Context: an optimization exercise on an open-source flow, tuned for small area. The choices shown serve that exercise and are no tape-out recipe. The RTL was checked by simulation tests, not by an equivalence proof against the original design. Power and IR drop assume default switching activity.

v33:
==> flow/design.v (excerpt) <==
module aepq_engine (
    input              clk,
    input              rst,
    input              tp_ok,
    input              host_valid,
    output             host_ready,
    input      [7:0]   host_opid,
    input      [3:0]   host_len,
    input      [127:0] host_data,
    output reg         host_rsp_valid,
    output     [7:0]   host_rsp,
    input              rx_valid,
    output             rx_ready,
    input      [7:0]   rx_data,
    input              tick_valid,
    output             tick_ready,
    output             tx_valid,
    output     [7:0]   tx_data,
    input              tx_ready,
    output     [7:0]   status
);
For scale: ~1600 cells after synthesis, roughly 180 I/O pins.
clock: 10.0 ns
lec_check: 0
cap_margin: 20
core_margin: 2
core_utilization: 70
cts_buf_list: sky130_fd_sc_hd__clkbuf_4
slew_margin: 20
synth_hierarchical: 1
run.sh (not shown) runs the stock make flow with config.mk's settings and CLKGATE_MAP_FILE= SYNTH_SCRIPT=/design/flow/synth_recipe.tcl, a recipe that flattens the netlist after the stock synthesis.
v33 was carried through to the last stage, and its layout satisfied the timing, design-rule and antenna checks.
Edits applied to the flow inputs when going from v33 to v8:
==> flow/flow/run.sh (new file) <==
#!/bin/bash
# The standard layout, with two changes: ports are buffered with the smallest
# buffer, and clock tree synthesis inserts no dummy loads.
set -euo pipefail
export BUFFER_PORTS_ARGS="-buffer_cell sky130_fd_sc_hd__buf_1"
export CTS_ARGS="-sink_clustering_enable -repair_clock_nets -dont_use_dummy_load -buf_list sky130_fd_sc_hd__clkbuf_8 -sink_clustering_size 12 -sink_clustering_max_diameter 100"
bash standard.sh finish > standard_flow.log 2>&1
==> flow/standard.sh (new file) <==
#!/bin/bash
# synth_recipe.tcl (not shown) runs the flow's synth.tcl, then flattens the netlist and writes it again
# the make line also repeats each setting of config.mk as NAME=value (left out here)
make -C /OpenROAD-flow-scripts/flow DESIGN_CONFIG=/design/flow/config.mk WORK_HOME=/design/flow/orfs CLKGATE_MAP_FILE= SYNTH_SCRIPT=/design/flow/synth_recipe.tcl "${@:-finish}"
diff --git a/flow/config.mk b/flow/config.mk
--- a/flow/config.mk
+++ b/flow/config.mk
@@ -9,4 +9,3 @@
 export CORE_MARGIN = 2
-export CORE_UTILIZATION = 70
-export CTS_BUF_LIST = sky130_fd_sc_hd__clkbuf_4
+export CORE_UTILIZATION = 45
 export SLEW_MARGIN = 20
removed: flow/run.sh
==> run notes <==
- Compared with v33, v8 has extra setup slack.
- Number of multi-input combinational cells in the layout essentially unchanged between v33 and v8.
- v33 has lower fmax than v8.
The following lists how v32 was set up differently from v8:
==> flow/flow/run.sh <==
#!/bin/bash
# The standard layout, with two changes: ports are buffered with the smallest
# buffer, and clock tree synthesis inserts no dummy loads.
set -euo pipefail
export BUFFER_PORTS_ARGS="-buffer_cell sky130_fd_sc_hd__buf_1"
export CTS_ARGS="-sink_clustering_enable -repair_clock_nets -dont_use_dummy_load -buf_list sky130_fd_sc_hd__clkbuf_8"
bash standard.sh finish > standard_flow.log 2>&1
diff --git a/flow/config.mk b/flow/config.mk
--- a/flow/config.mk
+++ b/flow/config.mk
@@ -9,3 +9,3 @@
 export CORE_MARGIN = 2
-export CORE_UTILIZATION = 45
+export CORE_UTILIZATION = 60
 export SLEW_MARGIN = 20
### Flow results
Final design instance area without fill in v32 is about 1.2% above v8.
Total power of v32 is higher than that of v8.
v32: number of placed instances with taps included is 165 lower than what v8 reported.
Delta (v32 minus v8): number of endpoints failing setup at the final stage essentially unchanged; final routed wire length divided by cell count increased 1.7%.
v32 vs. v8: first-pass detailed-route iteration total picked up an extra 3; chip width now smaller.
The inputs of v57 differ from those of v32 as listed below.
==> flow/flow/run.sh <==
#!/bin/bash
# The standard layout, with two changes: ports are buffered with the smallest
# buffer, and clock tree synthesis inserts no dummy loads.
set -euo pipefail
export BUFFER_PORTS_ARGS="-buffer_cell sky130_fd_sc_hd__buf_1"
export CTS_ARGS="-sink_clustering_enable -repair_clock_nets -dont_use_dummy_load -buf_list sky130_fd_sc_hd__clkbuf_16 -sink_clustering_size 24 -sink_clustering_max_diameter 100"
bash standard.sh finish > standard_flow.log 2>&1
diff --git a/flow/config.mk b/flow/config.mk
--- a/flow/config.mk
+++ b/flow/config.mk
@@ -9,3 +9,3 @@
 export CORE_MARGIN = 2
-export CORE_UTILIZATION = 60
+export CORE_UTILIZATION = 45
 export SLEW_MARGIN = 20
--- outcome ---
A start point of the critical path of host_data[1] is what v32 shows, while ser_idx[0] belongs to v57.
Global-route usage delta for v57 relative to v32: 6.8 points lower
[v57] clock network power share fell 5.0 points relative to v32
Cmp v32 and v57 / part of the total power dissipated in combinational logic / higher: v57

[separate check: timing with driven ports]
The results above use ideal ports. As a check the final layouts listed here were re-extracted and re-timed, cells and wires unchanged. Step 1, drivers: a clkbuf_16 drives clk and a buf_2 each remaining input, both assumed. Step 2 also shifts input and output timing later by t, the mid clock arrival at the registers, as if the neighbouring blocks saw the same clock. Slacks: ideal ports / drivers / drivers and shift; pairs: ideal ports / drivers.
run | t (ns) | setup slack, ns | latest minus earliest clock arrival (ns) | worst data-port slew with drivers (ns)
v33 | 0.907 | 3.132 / 3.079 / 2.695 | 0.081 / 0.080 | 0.09
v8 | 0.711 | 3.630 / 3.569 / 3.037 | 0.138 / 0.139 | 0.13
v32 | 0.670 | 3.689 / 3.643 / 3.045 | 0.066 / 0.066 | 0.08
v57 | 0.654 | 3.654 / 3.589 / 3.033 | 0.114 / 0.114 | 0.11
After both steps every run listed still meets setup and hold. The setup slack of v32, which loses most, moves by -0.046 ns with the drivers and by -0.644 ns with both steps.
